This is an optimization exercise on Yosys and OpenROAD, whose aim is small area, a short achievable clock period and few clock cycles, not a production implementation. At most, simulation tests tie the RTL to the original design; equivalence was not proved. Power is estimated from default activity; no workload was simulated.

==> violet: inputs <==
==> flow/design.v (excerpt) <==
module rle_encoder (
    input  wire       clk,
    input  wire       rst,           
    input  wire       in_valid,
    output wire       in_ready,
    input  wire [7:0] in_data,
    input  wire       in_last,
    output wire       out_valid,
    input  wire       out_ready,
    output reg  [7:0] out_data,
    output reg        out_last
);
Settings: LEC_CHECK=0, CAP_MARGIN=20, CORE_MARGIN=2, CORE_UTILIZATION=40, SLEW_MARGIN=20; clock period 10.0 ns.
run.sh (not shown) runs the stock make flow with config.mk's settings and CLKGATE_MAP_FILE= SYNTH_SCRIPT=/design/flow/synth_recipe.tcl, a recipe that flattens the netlist after the stock synthesis.
==> delta: changes against violet <==
--- a/flow/design.v
+++ b/flow/design.v
@@ -8,11 +8,11 @@
     output wire       out_valid,
     input  wire       out_ready,
     output reg  [7:0] out_data,
     output reg        out_last
 );
-    localparam N   = 264;           
+    localparam N   = 260;           
     localparam AW  = 9;             
     localparam QD  = 8;             
     localparam QW  = 3;
     localparam SM  = 4;             
     reg        f0_v, f1_v;
@@ -79,31 +79,54 @@
             if (q_push) q_vld[q_wp] <= 1'b1;
             if (q_pop)  q_vld[q_rp] <= 1'b0;
         end
     end
     wire q_room = (q_cnt != QD);
+    wire [AW-1:0] c1 = (c == N - 1) ? {AW{1'b0}} : c + 1'b1;
+    reg  [QD-1:0] q_hit;
     reg q_danger;
     reg q_anylit;
     integer qi;
+    always @(posedge clk) begin
+        for (qi = 0; qi < QD; qi = qi + 1)
+            q_hit[qi] <= (q_val[qi] == c1) && !(q_push && q_wp == qi);
+    end
     always @(*) begin
         q_danger = 1'b0;
         q_anylit = 1'b0;
         for (qi = 0; qi < QD; qi = qi + 1) begin
             if (q_vld[qi] && q_lit[qi]) begin
                 q_anylit = 1'b1;
-                if (q_val[qi] == c) q_danger = 1'b1;
+                if (q_hit[qi]) q_danger = 1'b1;
             end
         end
     end
     localparam R_IDLE = 3'd0, R_TAG = 3'd1, R_LEN = 3'd2, R_DAT = 3'd3, R_VAL = 3'd4;
     reg  [2:0]    rs;
     reg           r_lit, r_last;
     reg  [7:0]    r_len, r_val, r_cnt;
     reg  [AW-1:0] s;                 
     wire          rd_ready;
-    wire          rd_valid = (rs != R_IDLE);
-    wire [7:0]    ring_rd  = ring[8*s +: 8];
+    wire          dat_ok;
+    wire          rd_valid = (rs != R_IDLE) && (rs != R_DAT || dat_ok);
+    reg  [6:0]    csel;              
+    reg  [1:0]    since;             
+    wire [7:0]    tap      = ring[32*csel +: 8];
+    reg  [7:0]    fd1, fd2, fd3;
+    always @(posedge clk) begin
+        fd1 <= tap; fd2 <= fd1; fd3 <= fd2;
+    end
+    reg  [7:0]    ring_rd;
+    always @(*) begin
+        case (s[1:0])
+            2'd0: ring_rd = tap;
+            2'd1: ring_rd = fd1;
+            2'd2: ring_rd = fd2;
+            default: ring_rd = fd3;
+        endcase
+    end
+    assign        dat_ok   = (s[1:0] <= since);
     reg  [7:0]    rd_data;
     reg           rd_last;
     always @(*) begin
         rd_data = 8'd0;
         rd_last = 1'b0;
@@ -133,12 +156,18 @@
                 r_last<= q_last[q_rp];
                 r_len <= q_len[q_rp];
                 r_cnt <= q_len[q_rp];
                 r_val <= hv[7:0];
                 s     <= s_new;
+                csel  <= s_new[AW-1:2];
+                since <= 2'd0;
             end else begin
-                if (!(rs == R_DAT && rd_fire)) s <= s_inc;
+                if (since != 2'd3) since <= since + 2'd1;
+                if (!(rs == R_DAT && rd_fire)) begin
+                    s    <= s_inc;
+                    csel <= s_inc[AW-1:2];
+                end
                 if (rd_fire) begin
                     case (rs)
                         R_TAG: rs <= R_LEN;
                         R_LEN: rs <= r_lit ? R_DAT : R_VAL;
                         R_DAT: begin
@@ -177,16 +206,15 @@
     reg  [AW-1:0] a0;                
     reg  [AW-1:0] wr_next;           
     reg           wrapped;           
     reg           sticky;            
     reg  [10:0]   bl;                
+    reg           contig;            
     wire span_open = (lit_len != 8'd0);
     wire k1        = (k == 9'd1);
     wire r_danger  = r_inlit && (s == N - 1) && !(rs == R_DAT && rd_fire);
     wire wr_ok     = !sticky && !r_danger && !q_danger;
-    wire contig    = (c == wr_next);
-    wire bl_high   = (bl >= N - SM);
     wire wr_allow  = wr_ok && (span_open ? contig : !bl_high);
     wire eq        = (f0_b == v) && (k != 9'd255);
     wire fin_go    = fin && q_room && (!k1 || wr_allow);
     wire norm_go   = !fin && f0_v && q_room && (!k1 || wr_allow);
     assign fe_take = f0_v && (fin ? fin_go : norm_go);
@@ -201,31 +229,37 @@
         p_lit  = !run_push;
         p_last = fin;
         p_len  = run_push ? k[7:0] : (lit_close_run ? lit_len : ll1);
         p_val  = run_push ? {1'b0, v} : ((span_open || lit_close_run) ? a0 : c);
     end
-    wire [10:0] p_size = run_push ? 11'd3 : {3'd0, p_len} + 11'd2;
+    wire [10:0] bl_base = bl - {10'd0, rd_fire};
+    wire [10:0] bl_run  = bl_base + 11'd3;
+    wire [10:0] bl_lr   = bl_base + {3'd0, lit_len} + 11'd2;
+    wire [10:0] bl_lw   = bl_base + {3'd0, lit_len} + 11'd3;
+    wire        bl_high = (bl >= N - SM);
     always @(posedge clk) begin
         if (rst) begin
             k       <= 9'd0;
             fin     <= 1'b0;
             lit_len <= 8'd0;
             wrapped <= 1'b0;
             sticky  <= 1'b0;
             bl      <= 11'd0;
-        end else begin
-            bl <= bl + (q_push ? p_size : 11'd0) - {10'd0, rd_fire};
-            if (do_write) wr_next <= (c == N - 1) ? {AW{1'b0}} : c + 1'b1;
+            contig  <= 1'b0;
+        end else begin
+            bl      <= run_push ? bl_run : lit_close_run ? bl_lr : lit_close_w ? bl_lw : bl_base;
+            if (do_write) wr_next <= c1;
+            contig  <= do_write || (c1 == wr_next);
             if (do_write && !span_open) a0 <= c;
             if (lit_close_run || lit_close_w) begin
                 lit_len <= 8'd0;
                 wrapped <= 1'b0;
             end else begin
                 if (do_write) lit_len <= ll1;
                 if (span_open && c == a0) wrapped <= 1'b1;
             end
-            if (r_danger || q_danger || ((lit_close_run || lit_close_w) && (wrapped || (span_open && c == a0))))
+            if (r_danger || q_danger || ((lit_close_run || lit_close_w) && (wrapped || (span_open && (c == a0 || c1 == a0)))))
                 sticky <= 1'b1;
             else if (!r_inlit && !q_anylit)
                 sticky <= 1'b0;
             if (fin) begin
                 if (fin_go) begin
==> comparison table <==
Area growth from synthesis to layout: violet 14.2%; delta 15.6%
Synthesized netlist cell count: violet 4716; delta 3872
Synthesized-area fraction occupied by adder cells: violet 1.02%; delta 1.25%
Global placer's final weighted congestion: violet 0.837; delta 0.811
Buf+Inv Stages, Crit Path: violet 3; delta 1
Multi-input comb cells: violet 1940; delta 1253
Initial standard-cell utilization of the core: violet 40.2%; delta 40.3%
Detail Route met2 WL: violet 66.6 mm; delta 46.2 mm
Portion of total power attributed to combinational logic: violet 20.5%; delta 12.6%
Clock period minus worst slack: violet 6660 ps; delta 5870 ps
Final routed wirelength across all metal layers: violet 147 mm; delta 107 mm
1st-iter DRT viols: violet 2461; delta 1710
Non-filler instance count after layout: violet 7452; delta 6269
Status: violet complete, no violations; delta complete, no violations
Number of gates on the worst path with buffers counted: violet 24; delta 18
Switch Pwr: violet 6.89 mW; delta 5.30 mW
Switching Fraction: violet 28.7%; delta 24.8%
Number of sinks handled by clock tree synthesis: violet 2429; delta 2432
Clock-pin slew of the registers on the worst-case setup and hold paths: violet 70 ps; delta 60 ps
Detailed-placement wirelength estimate: violet 87.7 mm; delta 65.3 mm
Testbench counts of violet, summed over its fixed seeds: cycles 39,390.
Testbench counts of delta, summed over its fixed seeds: cycles 39,807.

========
==> v26 <==
==> flow/design.v <==
module rle_encoder (
    input  wire       clk,
    input  wire       rst,           
    input  wire       in_valid,
    output wire       in_ready,
    input  wire [7:0] in_data,
    input  wire       in_last,
    output wire       out_valid,
    input  wire       out_ready,
    output reg  [7:0] out_data,
    output reg        out_last
);
    localparam N   = 260;            
    localparam AW  = 9;              
    localparam QD  = 8;              
    localparam SM  = 4;              
    integer i;
    reg  [AW-1:0] c, c1;
    always @(posedge clk) begin
        if (rst) begin
            c  <= {AW{1'b0}};
            c1 <= {{(AW-1){1'b0}}, 1'b1};
        end else begin
            c  <= c1;
            c1 <= (c1 == N - 1) ? {AW{1'b0}} : c1 + 1'b1;
        end
    end
    reg        f0_v, f1_v, f0_l, f1_l, f0_e, f1_e;
    reg  [7:0] f0_b, f1_b, prev_in;
    reg        in_rdy;
    wire       fe_take;
    assign in_ready = in_rdy;
    wire       in_fire = in_valid & in_rdy;
    wire       in_eq   = (in_data == prev_in);
    wire       f1_v_n  = fe_take ? (f1_v & in_fire) : (f1_v | (f0_v & in_fire));
    always @(posedge clk) begin
        if (in_fire) prev_in <= in_data;
        if (fe_take) begin
            if (f1_v) begin
                f0_b <= f1_b; f0_l <= f1_l; f0_e <= f1_e;
                f1_b <= in_data; f1_l <= in_last; f1_e <= in_eq;
            end else begin
                f0_b <= in_data; f0_l <= in_last; f0_e <= in_eq;
            end
        end else if (!f0_v) begin
            f0_b <= in_data; f0_l <= in_last; f0_e <= in_eq;
        end else if (!f1_v) begin
            f1_b <= in_data; f1_l <= in_last; f1_e <= in_eq;
        end
        if (rst) begin
            f0_v   <= 1'b0;
            f1_v   <= 1'b0;
            in_rdy <= 1'b1;
        end else begin
            f0_v   <= fe_take ? (f1_v | in_fire) : (f0_v | in_fire);
            f1_v   <= f1_v_n;
            in_rdy <= ~f1_v_n;
        end
    end
    reg  [8*N-1:0] ring;
    wire           we;
    reg  [7:0]     v;                
    always @(posedge clk)
        ring <= {ring[8*(N-1)-1:0], we ? v : ring[8*N-1 -: 8]};
    reg  [QD-1:0] q_vld, q_lit, q_last;
    reg  [7:0]    q_len [0:QD-1];
    reg  [AW-1:0] q_val [0:QD-1];
    wire          q_push, q_pop;
    reg           p_lit, p_last;
    reg  [7:0]    p_len;
    reg  [AW-1:0] p_val;
    wire          q_room = ~q_vld[QD-1];
    always @(posedge clk) begin
        for (i = 0; i < QD; i = i + 1) begin
            if (q_pop) begin
                if (q_push && q_vld[i] && (i == QD - 1 || !q_vld[i+1])) begin
                    q_lit[i] <= p_lit; q_last[i] <= p_last; q_len[i] <= p_len; q_val[i] <= p_val;
                end else if (i < QD - 1) begin
                    q_lit[i] <= q_lit[(i+1)%QD]; q_last[i] <= q_last[(i+1)%QD];
                    q_len[i] <= q_len[(i+1)%QD]; q_val[i] <= q_val[(i+1)%QD];
                end
            end else if (q_push && !q_vld[i] && (i == 0 || q_vld[(i+QD-1)%QD])) begin
                q_lit[i] <= p_lit; q_last[i] <= p_last; q_len[i] <= p_len; q_val[i] <= p_val;
            end
        end
        if (rst)
            q_vld <= {QD{1'b0}};
        else if (q_pop && !q_push)
            q_vld <= {1'b0, q_vld[QD-1:1]};
        else if (q_push && !q_pop)
            q_vld <= {q_vld[QD-2:0], 1'b1};
    end
    reg q_danger, q_anylit;
    reg qd_n, qa_n;
    always @(*) begin
        qd_n = 1'b0;
        qa_n = 1'b0;
        for (i = 0; i < QD; i = i + 1) begin
            if (q_vld[i] && q_lit[i]) begin
                qa_n = 1'b1;
                if (q_val[i] == c1) qd_n = 1'b1;
            end
        end
    end
    always @(posedge clk) begin
        q_danger <= qd_n & ~rst;
        q_anylit <= qa_n;
    end
    reg           st_idle, st_tag, st_len, st_dat, st_val;
    reg           r_lit, r_last;
    reg  [7:0]    r_len, r_val, r_cnt;
    reg           r_cnt1;            
    reg  [AW-1:0] s;                 
    reg  [6:0]    csel;              
    reg  [1:0]    since;             
    reg           dat_ok;            
    reg           r_dx;              
    wire          rd_ready;
    wire [7:0]    tap = ring[32*csel +: 8];
    reg  [7:0]    fd1, fd2, fd3;
    always @(posedge clk) begin
        fd1 <= tap; fd2 <= fd1; fd3 <= fd2;
    end
    reg  [7:0]    ring_rd;
    always @(*) begin
        case (s[1:0])
            2'd0: ring_rd = tap;
            2'd1: ring_rd = fd1;
            2'd2: ring_rd = fd2;
            default: ring_rd = fd3;
        endcase
    end
    wire rd_valid = ~st_idle & (~st_dat | dat_ok);
    reg  [7:0]    rd_data;
    reg           rd_last;
    always @(*) begin
        rd_data = 8'd0;
        rd_last = 1'b0;
        if (st_tag) rd_data = {7'd0, ~r_lit};
        if (st_len) rd_data = r_len;
        if (st_dat) begin rd_data = ring_rd; rd_last = r_last & r_cnt1; end
        if (st_val) begin rd_data = r_val;   rd_last = r_last; end
    end
    wire rd_fire  = rd_valid & rd_ready;
    wire r_take   = st_dat & dat_ok & rd_ready;
    wire r_done   = rd_ready & (st_val | (st_dat & dat_ok & r_cnt1));
    assign q_pop  = q_vld[0] & (st_idle | r_done);
    wire r_inlit  = ~st_idle & r_lit;
    wire r_danger = r_dx & ~r_take;
    wire [AW:0]   sd     = {1'b0, c} - {1'b0, q_val[0]};
    wire [AW-1:0] s_head = sd[AW] ? sd[AW-1:0] + N[AW-1:0] : sd[AW-1:0];
    wire [1:0]    sh_lo  = c[1:0] - q_val[0][1:0];       
    wire [AW-1:0] s_inc  = (s == N - 1) ? {AW{1'b0}} : s + 1'b1;
    wire [1:0]    since_n = (since == 2'd3) ? 2'd3 : since + 2'd1;
    wire [1:0]    s_lo_n  = r_take ? s[1:0] : s[1:0] + 2'd1;
    always @(posedge clk) begin
        if (rst) begin
            st_idle <= 1'b1;
            st_tag  <= 1'b0;
            st_len  <= 1'b0;
            st_dat  <= 1'b0;
            st_val  <= 1'b0;
            r_dx    <= 1'b0;
        end else begin
            r_dx <= ~q_pop & r_inlit & ~r_done & (r_take ? (s == N - 1) : (s == N - 2));
            if (q_pop) begin
                st_idle <= 1'b0;
                st_tag  <= 1'b1;
                st_len  <= 1'b0;
                st_dat  <= 1'b0;
                st_val  <= 1'b0;
            end else begin
                if (rd_ready) begin
                    if (st_tag) begin st_tag <= 1'b0; st_len <= 1'b1; end
                    if (st_len) begin st_len <= 1'b0; st_dat <= r_lit; st_val <= ~r_lit; end
                    if (st_val) begin st_val <= 1'b0; st_idle <= 1'b1; end
                    if (st_dat && dat_ok && r_cnt1) begin st_dat <= 1'b0; st_idle <= 1'b1; end
                end
            end
        end
    end
    always @(posedge clk) begin
        if (q_pop) begin
            r_lit  <= q_lit[0];
            r_last <= q_last[0];
            r_len  <= q_len[0];
            r_cnt  <= q_len[0];
            r_cnt1 <= (q_len[0] == 8'd1);
            r_val  <= q_val[0][7:0];
            s      <= s_head;
            csel   <= s_head[AW-1:2];
            since  <= 2'd0;
            dat_ok <= (sh_lo == 2'd0);
        end else begin
            since  <= since_n;
            dat_ok <= (s_lo_n <= since_n);
            if (!r_take) begin
                s    <= s_inc;
                csel <= s_inc[AW-1:2];
            end
            if (r_take) begin
                r_cnt  <= r_cnt - 8'd1;
                r_cnt1 <= (r_cnt == 8'd2);
            end
        end
    end
    reg        o_v, k_v;
    reg  [7:0] k_d;
    reg        k_l;
    assign out_valid = o_v;
    assign rd_ready  = ~k_v;
    always @(posedge clk) begin
        if (rst) begin
            o_v <= 1'b0;
            k_v <= 1'b0;
        end else if (out_ready || !o_v) begin
            if (k_v) begin
                out_data <= k_d; out_last <= k_l; o_v <= 1'b1; k_v <= 1'b0;
            end else begin
                out_data <= rd_data; out_last <= rd_last; o_v <= rd_valid;
            end
        end else if (rd_valid && !k_v) begin
            k_d <= rd_data; k_l <= rd_last; k_v <= 1'b1;
        end
    end
    reg  [8:0]    k;                 
    reg           k0, k1, kmax;      
    reg           fin;               
    reg  [7:0]    lit_len;           
    reg           span_open;         
    reg           lit254;            
    reg  [AW-1:0] a0;                
    reg  [AW-1:0] wr_next;           
    reg           contig;            
    reg           wrapped;           
    reg           sticky;            
    reg  [10:0]   bl;                
    wire wr_ok    = ~sticky & ~r_danger & ~q_danger;
    wire wr_allow = wr_ok & (span_open ? contig : ~bl_high);
    wire eq       = f0_e & ~kmax;
    wire fin_go   = fin & q_room & (~k1 | wr_allow);
    wire norm_go  = ~fin & f0_v & q_room & (~k1 | wr_allow);
    assign fe_take = f0_v & (fin ? fin_go : norm_go);
    wire act           = fin_go | (norm_go & ~k0 & ~eq);    
    wire do_write      = k1 & act;
    wire run_push      = ~k1 & act;
    wire lit_close_run = norm_go & k1 & eq & span_open;
    wire lit_close_w   = do_write & (fin | lit254);
    wire lit_close     = lit_close_run | lit_close_w;
    assign we     = do_write;
    assign q_push = run_push | lit_close;
    wire [7:0] ll1 = lit_len + 8'd1;
    always @(*) begin
        p_lit  = ~run_push;
        p_last = fin;
        p_len  = run_push ? k[7:0] : (lit_close_run ? lit_len : ll1);
        p_val  = run_push ? {1'b0, v} : (span_open ? a0 : c);
    end
    wire       add3 = run_push | (do_write & ~span_open);
    wire       add1 = do_write & span_open;
    reg  [2:0]  bl_d;                
    wire [2:0]  bl_dn = {1'b0, add3, add3 | add1} - {2'd0, rd_fire};
    reg         bl_high;             
    always @(*) begin
        case (bl_d)
            3'd1:    bl_high = (bl >= N - SM - 1);
            3'd2:    bl_high = (bl >= N - SM - 2);
            3'd3:    bl_high = (bl >= N - SM - 3);
            3'd7:    bl_high = (bl >= N - SM + 1);
            default: bl_high = (bl >= N - SM);
        endcase
    end
    wire [8:0] k_inc = k + 9'd1;
    always @(posedge clk) begin
        if (fe_take) v <= f0_b;
        if (do_write) wr_next <= c1;
        if (do_write & ~span_open) a0 <= c;
    end
    always @(posedge clk) begin
        if (rst) begin
            k         <= 9'd0;
            k0        <= 1'b1;
            k1        <= 1'b0;
            kmax      <= 1'b0;
            fin       <= 1'b0;
            lit_len   <= 8'd0;
            span_open <= 1'b0;
            lit254    <= 1'b0;
            wrapped   <= 1'b0;
            sticky    <= 1'b0;
            contig    <= 1'b0;
            bl        <= 11'd0;
            bl_d      <= 3'd0;
        end else begin
            bl      <= bl + {{8{bl_d[2]}}, bl_d};
            bl_d    <= bl_dn;
            contig  <= do_write | (c1 == wr_next);
            if (lit_close) begin
                lit_len   <= 8'd0;
                span_open <= 1'b0;
                lit254    <= 1'b0;
                wrapped   <= 1'b0;
            end else begin
                if (do_write) begin
                    lit_len   <= ll1;
                    span_open <= 1'b1;
                    lit254    <= (lit_len == 8'd253);
                end
                if (span_open && c == a0) wrapped <= 1'b1;
            end
            if (r_danger | q_danger | (lit_close & (wrapped | (span_open & ((c == a0) | (c1 == a0))))))
                sticky <= 1'b1;
            else if (!r_inlit && !q_anylit)
                sticky <= 1'b0;
            if (fin) begin
                if (fin_go) begin
                    k    <= {8'd0, f0_v};
                    k0   <= ~f0_v;
                    k1   <= f0_v;
                    kmax <= 1'b0;
                    fin  <= f0_v & f0_l;
                end
            end else if (norm_go) begin
                fin <= f0_l;
                if (!k0 && eq) begin
                    k    <= k_inc;
                    k1   <= 1'b0;
                    kmax <= (k == 9'd254);
                end else begin
                    k    <= 9'd1;
                    k1   <= 1'b1;
                    kmax <= 1'b0;
                end
                k0 <= 1'b0;
            end
        end
    end
endmodule
==> flow/run.sh <==
#!/bin/bash
# synth_recipe.tcl (not shown) runs the flow's synth.tcl, then flattens the netlist and writes it again
# the make line also repeats each setting of config.mk as NAME=value (left out here)
make -C /OpenROAD-flow-scripts/flow DESIGN_CONFIG=/design/flow/config.mk WORK_HOME=/design/flow/orfs CLKGATE_MAP_FILE= SYNTH_SCRIPT=/design/flow/synth_recipe.tcl finish
==> flow/config.mk <==
export PLATFORM = sky130hd
export DESIGN_NAME = rle_encoder
export DESIGN_NICKNAME = rle_encoder
export VERILOG_FILES = /design/flow/design.v
export SDC_FILE = /design/flow/constraint.sdc
export NUM_CORES = 4
export LEC_CHECK = 0
export CAP_MARGIN = 20
export CORE_MARGIN = 2
export CORE_UTILIZATION = 40
export CTS_BUF_LIST = sky130_fd_sc_hd__clkbuf_8
export CTS_CLUSTER_DIAMETER = 60
export CTS_CLUSTER_SIZE = 20
export SLEW_MARGIN = 20
==> flow/constraint.sdc <==
create_clock -name core_clock -period 10.0 [get_ports {clk}]
set_input_delay 2.0000 -clock core_clock [delete_from_list [all_inputs] [get_ports {clk}]]
set_output_delay 2.0000 -clock core_clock [all_outputs]
set_load 0.01 [all_outputs]
==> v6: changes against v26 <==
--- a/flow/design.v
+++ b/flow/design.v
@@ -13,5 +13,5 @@
     localparam N   = 260;            
     localparam AW  = 9;              
-    localparam QD  = 8;              
+    localparam QD  = 6;              
     localparam SM  = 4;              
     integer i;
@@ -70,30 +70,43 @@
     reg  [7:0]    p_len;
     reg  [AW-1:0] p_val;
-    wire          q_room = ~q_vld[QD-1];
+    reg           pd_v, pd_lit, pd_last;
+    reg  [7:0]    pd_len;
+    reg  [AW-1:0] pd_val;
+    reg           pop_d;
+    wire          q_room = pd_v ? ~q_vld[QD-2] : ~q_vld[QD-1];
     always @(posedge clk) begin
+        if (q_push) begin
+            pd_lit <= p_lit; pd_last <= p_last; pd_len <= p_len; pd_val <= p_val;
+        end
         for (i = 0; i < QD; i = i + 1) begin
-            if (q_pop) begin
-                if (q_push && q_vld[i] && (i == QD - 1 || !q_vld[i+1])) begin
-                    q_lit[i] <= p_lit; q_last[i] <= p_last; q_len[i] <= p_len; q_val[i] <= p_val;
+            if (pop_d) begin
+                if (pd_v && q_vld[i] && (i == QD - 1 || !q_vld[(i+1)%QD])) begin
+                    q_lit[i] <= pd_lit; q_last[i] <= pd_last; q_len[i] <= pd_len; q_val[i] <= pd_val;
                 end else if (i < QD - 1) begin
                     q_lit[i] <= q_lit[(i+1)%QD]; q_last[i] <= q_last[(i+1)%QD];
                     q_len[i] <= q_len[(i+1)%QD]; q_val[i] <= q_val[(i+1)%QD];
                 end
-            end else if (q_push && !q_vld[i] && (i == 0 || q_vld[(i+QD-1)%QD])) begin
-                q_lit[i] <= p_lit; q_last[i] <= p_last; q_len[i] <= p_len; q_val[i] <= p_val;
+            end else if (pd_v && !q_vld[i] && (i == 0 || q_vld[(i+QD-1)%QD])) begin
+                q_lit[i] <= pd_lit; q_last[i] <= pd_last; q_len[i] <= pd_len; q_val[i] <= pd_val;
             end
         end
-        if (rst)
+        if (rst) begin
             q_vld <= {QD{1'b0}};
-        else if (q_pop && !q_push)
-            q_vld <= {1'b0, q_vld[QD-1:1]};
-        else if (q_push && !q_pop)
-            q_vld <= {q_vld[QD-2:0], 1'b1};
+            pd_v  <= 1'b0;
+            pop_d <= 1'b0;
+        end else begin
+            pd_v  <= q_push;
+            pop_d <= q_pop;
+            if (pop_d && !pd_v)
+                q_vld <= {1'b0, q_vld[QD-1:1]};
+            else if (pd_v && !pop_d)
+                q_vld <= {q_vld[QD-2:0], 1'b1};
+        end
     end
     reg q_danger, q_anylit;
     reg qd_n, qa_n;
     always @(*) begin
-        qd_n = 1'b0;
-        qa_n = 1'b0;
+        qd_n = pd_v & pd_lit & (pd_val == c1);
+        qa_n = pd_v & pd_lit;
         for (i = 0; i < QD; i = i + 1) begin
             if (q_vld[i] && q_lit[i]) begin
@@ -109,13 +122,20 @@
     reg           st_idle, st_tag, st_len, st_dat, st_val;
     reg           r_lit, r_last;
-    reg  [7:0]    r_len, r_val, r_cnt;
+    reg  [7:0]    r_val, r_cnt;
     reg           r_cnt1;            
     reg  [AW-1:0] s;                 
-    reg  [6:0]    csel;              
+    localparam NG = N / 4;           
+    reg  [NG-1:0] tsel;              
     reg  [1:0]    since;             
     reg           dat_ok;            
     reg           r_dx;              
     wire          rd_ready;
-    wire [7:0]    tap = ring[32*csel +: 8];
+    reg  [7:0]    tap;
+    integer       m;
+    always @(*) begin
+        tap = 8'd0;
+        for (m = 0; m < NG; m = m + 1)
+            tap = tap | ({8{tsel[m]}} & ring[32*m +: 8]);
+    end
     reg  [7:0]    fd1, fd2, fd3;
     always @(posedge clk) begin
@@ -132,23 +152,25 @@
     end
     wire rd_valid = ~st_idle & (~st_dat | dat_ok);
-    reg  [7:0]    rd_data;
-    reg           rd_last;
-    always @(*) begin
-        rd_data = 8'd0;
-        rd_last = 1'b0;
-        if (st_tag) rd_data = {7'd0, ~r_lit};
-        if (st_len) rd_data = r_len;
-        if (st_dat) begin rd_data = ring_rd; rd_last = r_last & r_cnt1; end
-        if (st_val) begin rd_data = r_val;   rd_last = r_last; end
-    end
+    reg  [7:0]    hdr_b;             
+    reg           hdr_l;
+    wire [7:0]    rd_data = st_dat ? ring_rd : hdr_b;
+    wire          rd_last = st_dat ? (r_last & r_cnt1) : hdr_l;
     wire rd_fire  = rd_valid & rd_ready;
     wire r_take   = st_dat & dat_ok & rd_ready;
     wire r_done   = rd_ready & (st_val | (st_dat & dat_ok & r_cnt1));
-    assign q_pop  = q_vld[0] & (st_idle | r_done);
+    assign q_pop  = q_vld[0] & ~pop_d & (st_idle | r_done);
     wire r_inlit  = ~st_idle & r_lit;
     wire r_danger = r_dx & ~r_take;
-    wire [AW:0]   sd     = {1'b0, c} - {1'b0, q_val[0]};
-    wire [AW-1:0] s_head = sd[AW] ? sd[AW-1:0] + N[AW-1:0] : sd[AW-1:0];
-    wire [1:0]    sh_lo  = c[1:0] - q_val[0][1:0];       
+    reg  [AW-1:0] hs;
+    wire [AW:0]   sd1    = {1'b0, c1} - {1'b0, q_val[1]};
+    wire [AW:0]   sdp    = {1'b0, c1} - {1'b0, pd_val};
+    wire [AW-1:0] hs_q1  = sd1[AW] ? sd1[AW-1:0] + N[AW-1:0] : sd1[AW-1:0];
+    wire [AW-1:0] hs_pd  = sdp[AW] ? sdp[AW-1:0] + N[AW-1:0] : sdp[AW-1:0];
+    wire [AW-1:0] hs_inc = (hs == N - 1) ? {AW{1'b0}} : hs + 1'b1;
+    wire          q0_pd  = pd_v & (pop_d ? (q_vld[0] & ~q_vld[1]) : ~q_vld[0]);
+    always @(posedge clk)
+        hs <= q0_pd ? hs_pd : pop_d ? hs_q1 : hs_inc;
+    wire [AW-1:0] s_head = hs;
+    wire [1:0]    sh_lo  = hs[1:0];
     wire [AW-1:0] s_inc  = (s == N - 1) ? {AW{1'b0}} : s + 1'b1;
     wire [1:0]    since_n = (since == 2'd3) ? 2'd3 : since + 2'd1;
@@ -184,10 +206,11 @@
             r_lit  <= q_lit[0];
             r_last <= q_last[0];
-            r_len  <= q_len[0];
             r_cnt  <= q_len[0];
             r_cnt1 <= (q_len[0] == 8'd1);
             r_val  <= q_val[0][7:0];
+            hdr_b  <= {7'd0, ~q_lit[0]};
+            hdr_l  <= 1'b0;
             s      <= s_head;
-            csel   <= s_head[AW-1:2];
+            tsel   <= {{(NG-1){1'b0}}, 1'b1} << s_head[AW-1:2];
             since  <= 2'd0;
             dat_ok <= (sh_lo == 2'd0);
@@ -197,5 +220,5 @@
             if (!r_take) begin
                 s    <= s_inc;
-                csel <= s_inc[AW-1:2];
+                if (s[1:0] == 2'd3) tsel <= {tsel[NG-2:0], tsel[NG-1]};
             end
             if (r_take) begin
@@ -203,26 +226,40 @@
                 r_cnt1 <= (r_cnt == 8'd2);
             end
+            if (rd_ready && st_tag) hdr_b <= r_cnt;
+            if (rd_ready && st_len) begin hdr_b <= r_val; hdr_l <= r_last; end
         end
     end
-    reg        o_v, k_v;
-    reg  [7:0] k_d;
-    reg        k_l;
+    reg        p_v, o_v, k_v;
+    reg  [7:0] p_d, k_d;
+    reg        p_l, k_l;
     assign out_valid = o_v;
-    assign rd_ready  = ~k_v;
+    assign rd_ready  = ~k_v;         
+    wire       o_take = out_ready | ~o_v;
     always @(posedge clk) begin
+        if (rd_fire) begin
+            p_d <= rd_data; p_l <= rd_last;
+        end
+        if (o_take) begin
+            if (k_v) begin out_data <= k_d; out_last <= k_l; end
+            else     begin out_data <= p_d; out_last <= p_l; end
+        end
+        if (k_v ? o_take : ~o_take) begin
+            k_d <= p_d; k_l <= p_l;
+        end
         if (rst) begin
+            p_v <= 1'b0;
             o_v <= 1'b0;
             k_v <= 1'b0;
-        end else if (out_ready || !o_v) begin
+        end else begin
+            p_v <= rd_fire | (p_v & k_v & ~o_take);
+            if (o_take) o_v <= k_v | p_v;
             if (k_v) begin
-                out_data <= k_d; out_last <= k_l; o_v <= 1'b1; k_v <= 1'b0;
+                if (o_take) k_v <= p_v;
             end else begin
-                out_data <= rd_data; out_last <= rd_last; o_v <= rd_valid;
+                if (!o_take) k_v <= p_v;
             end
-        end else if (rd_valid && !k_v) begin
-            k_d <= rd_data; k_l <= rd_last; k_v <= 1'b1;
         end
     end
-    reg  [8:0]    k;                 
+    reg  [7:0]    k;                 
     reg           k0, k1, kmax;      
     reg           fin;               
@@ -254,5 +291,5 @@
         p_lit  = ~run_push;
         p_last = fin;
-        p_len  = run_push ? k[7:0] : (lit_close_run ? lit_len : ll1);
+        p_len  = run_push ? k : (lit_close_run ? lit_len : ll1);
         p_val  = run_push ? {1'b0, v} : (span_open ? a0 : c);
     end
@@ -271,5 +308,5 @@
         endcase
     end
-    wire [8:0] k_inc = k + 9'd1;
+    wire [7:0] k_inc = k + 8'd1;
     always @(posedge clk) begin
         if (fe_take) v <= f0_b;
@@ -279,5 +316,5 @@
     always @(posedge clk) begin
         if (rst) begin
-            k         <= 9'd0;
+            k         <= 8'd0;
             k0        <= 1'b1;
             k1        <= 1'b0;
@@ -315,5 +352,5 @@
             if (fin) begin
                 if (fin_go) begin
-                    k    <= {8'd0, f0_v};
+                    k    <= {7'd0, f0_v};
                     k0   <= ~f0_v;
                     k1   <= f0_v;
@@ -326,7 +363,7 @@
                     k    <= k_inc;
                     k1   <= 1'b0;
-                    kmax <= (k == 9'd254);
+                    kmax <= (k == 8'd254);
                 end else begin
-                    k    <= 9'd1;
+                    k    <= 8'd1;
                     k1   <= 1'b1;
                     kmax <= 1'b0;
Settings changed: CAP_MARGIN 20 to 60, CTS_CLUSTER_DIAMETER 60 to 50, CTS_CLUSTER_SIZE 20 to 16, SLEW_MARGIN 20 to 60.
==> v4: changes against v26 <==
--- a/flow/design.v
+++ b/flow/design.v
@@ -70,30 +70,43 @@
     reg  [7:0]    p_len;
     reg  [AW-1:0] p_val;
-    wire          q_room = ~q_vld[QD-1];
+    reg           pd_v, pd_lit, pd_last;
+    reg  [7:0]    pd_len;
+    reg  [AW-1:0] pd_val;
+    reg           pop_d;
+    wire          q_room = pd_v ? ~q_vld[QD-2] : ~q_vld[QD-1];
     always @(posedge clk) begin
+        if (q_push) begin
+            pd_lit <= p_lit; pd_last <= p_last; pd_len <= p_len; pd_val <= p_val;
+        end
         for (i = 0; i < QD; i = i + 1) begin
-            if (q_pop) begin
-                if (q_push && q_vld[i] && (i == QD - 1 || !q_vld[i+1])) begin
-                    q_lit[i] <= p_lit; q_last[i] <= p_last; q_len[i] <= p_len; q_val[i] <= p_val;
+            if (pop_d) begin
+                if (pd_v && q_vld[i] && (i == QD - 1 || !q_vld[(i+1)%QD])) begin
+                    q_lit[i] <= pd_lit; q_last[i] <= pd_last; q_len[i] <= pd_len; q_val[i] <= pd_val;
                 end else if (i < QD - 1) begin
                     q_lit[i] <= q_lit[(i+1)%QD]; q_last[i] <= q_last[(i+1)%QD];
                     q_len[i] <= q_len[(i+1)%QD]; q_val[i] <= q_val[(i+1)%QD];
                 end
-            end else if (q_push && !q_vld[i] && (i == 0 || q_vld[(i+QD-1)%QD])) begin
-                q_lit[i] <= p_lit; q_last[i] <= p_last; q_len[i] <= p_len; q_val[i] <= p_val;
+            end else if (pd_v && !q_vld[i] && (i == 0 || q_vld[(i+QD-1)%QD])) begin
+                q_lit[i] <= pd_lit; q_last[i] <= pd_last; q_len[i] <= pd_len; q_val[i] <= pd_val;
             end
         end
-        if (rst)
+        if (rst) begin
             q_vld <= {QD{1'b0}};
-        else if (q_pop && !q_push)
-            q_vld <= {1'b0, q_vld[QD-1:1]};
-        else if (q_push && !q_pop)
-            q_vld <= {q_vld[QD-2:0], 1'b1};
+            pd_v  <= 1'b0;
+            pop_d <= 1'b0;
+        end else begin
+            pd_v  <= q_push;
+            pop_d <= q_pop;
+            if (pop_d && !pd_v)
+                q_vld <= {1'b0, q_vld[QD-1:1]};
+            else if (pd_v && !pop_d)
+                q_vld <= {q_vld[QD-2:0], 1'b1};
+        end
     end
     reg q_danger, q_anylit;
     reg qd_n, qa_n;
     always @(*) begin
-        qd_n = 1'b0;
-        qa_n = 1'b0;
+        qd_n = pd_v & pd_lit & (pd_val == c1);
+        qa_n = pd_v & pd_lit;
         for (i = 0; i < QD; i = i + 1) begin
             if (q_vld[i] && q_lit[i]) begin
@@ -132,18 +145,12 @@
     end
     wire rd_valid = ~st_idle & (~st_dat | dat_ok);
-    reg  [7:0]    rd_data;
-    reg           rd_last;
-    always @(*) begin
-        rd_data = 8'd0;
-        rd_last = 1'b0;
-        if (st_tag) rd_data = {7'd0, ~r_lit};
-        if (st_len) rd_data = r_len;
-        if (st_dat) begin rd_data = ring_rd; rd_last = r_last & r_cnt1; end
-        if (st_val) begin rd_data = r_val;   rd_last = r_last; end
-    end
+    reg  [7:0]    hdr_b;             
+    reg           hdr_l;
+    wire [7:0]    rd_data = st_dat ? ring_rd : hdr_b;
+    wire          rd_last = st_dat ? (r_last & r_cnt1) : hdr_l;
     wire rd_fire  = rd_valid & rd_ready;
     wire r_take   = st_dat & dat_ok & rd_ready;
     wire r_done   = rd_ready & (st_val | (st_dat & dat_ok & r_cnt1));
-    assign q_pop  = q_vld[0] & (st_idle | r_done);
+    assign q_pop  = q_vld[0] & ~pop_d & (st_idle | r_done);
     wire r_inlit  = ~st_idle & r_lit;
     wire r_danger = r_dx & ~r_take;
@@ -188,4 +195,6 @@
             r_cnt1 <= (q_len[0] == 8'd1);
             r_val  <= q_val[0][7:0];
+            hdr_b  <= {7'd0, ~q_lit[0]};
+            hdr_l  <= 1'b0;
             s      <= s_head;
             csel   <= s_head[AW-1:2];
@@ -203,4 +212,6 @@
                 r_cnt1 <= (r_cnt == 8'd2);
             end
+            if (rd_ready && st_tag) hdr_b <= r_len;
+            if (rd_ready && st_len) begin hdr_b <= r_val; hdr_l <= r_last; end
         end
     end
Settings changed: CAP_MARGIN 20 to 60, SLEW_MARGIN 20 to 60.
==> reports/results.txt <==
Fill cell count -> 14260
Status -> timing/DRC/antenna clean
Req. time, crit path -> 8.00 ns
Footprint of the multi-input gates -> 11430 µm²
Inverters -> 56
WP depth -> 1
Leading registers by flop count -> ring x2080, q_val x72, q_len x64
-- figures above: v4

==> reports/results.txt <==
Seq. cell area -> 53360 µm²
Status -> timing/DRC/antenna clean
WP depth -> 1
Footprint of the multi-input gates -> 10620 µm²
Fill cell count -> 14190
CP endpoint -> in_ready
Req. time, crit path -> 8.00 ns
Layout cells sized above 1 -> 0.1241
Inverters -> 58
-- figures above: v6

==> reports/results.txt <==
Fill cell count -> 13810
Antenna-violating nets left -> 0
Inverters -> 45
Worst-margin pin slew -> 1.132 ns
Status -> timing/DRC/antenna clean
WP depth -> 9
Area growth syn-to-layout -> 8.712%
Cell count of the worst reg-to-reg path -> 9
-- figures above: v26

Testbench counts of v6, summed over its fixed seeds: cycles 40,244.
Testbench counts of v4, summed over its fixed seeds: cycles 39,809.
The RTL of v26 was laid out without a check of its function.

what the ideal ports hide:
Ports are ideal in the flow. The routed layouts listed here were re-timed in OpenROAD. Step 1 (the two cells are an assumption about what drives the block):
set clk [get_ports {clk}]
set_driving_cell -lib_cell sky130_fd_sc_hd__clkbuf_16 $clk
set_driving_cell -lib_cell sky130_fd_sc_hd__buf_2 [delete_from_list [all_inputs] $clk]
Step 2 times the ports against the registers' clock, not the clock port: input delays grow and output delays shrink by t, the midpoint of the rising clock arrivals with the driver on. a / b / c = no drivers / after step 1 / after step 2; a / b = the first two.
run	t, ns	setup slack, ns	worst data-port slew with drivers (ns)
violet	0.925	3.336 / 3.336 / 3.336	0.03
delta	0.865	4.133 / 4.133 / 4.133	0.06
v26	0.952	5.789 / 5.789 / 5.789	0.03
v6	0.996	6.136 / 6.071 / 6.577	0.03
v4	0.940	5.909 / 5.841 / 6.253	0.04
After both steps every run listed still meets setup and hold.
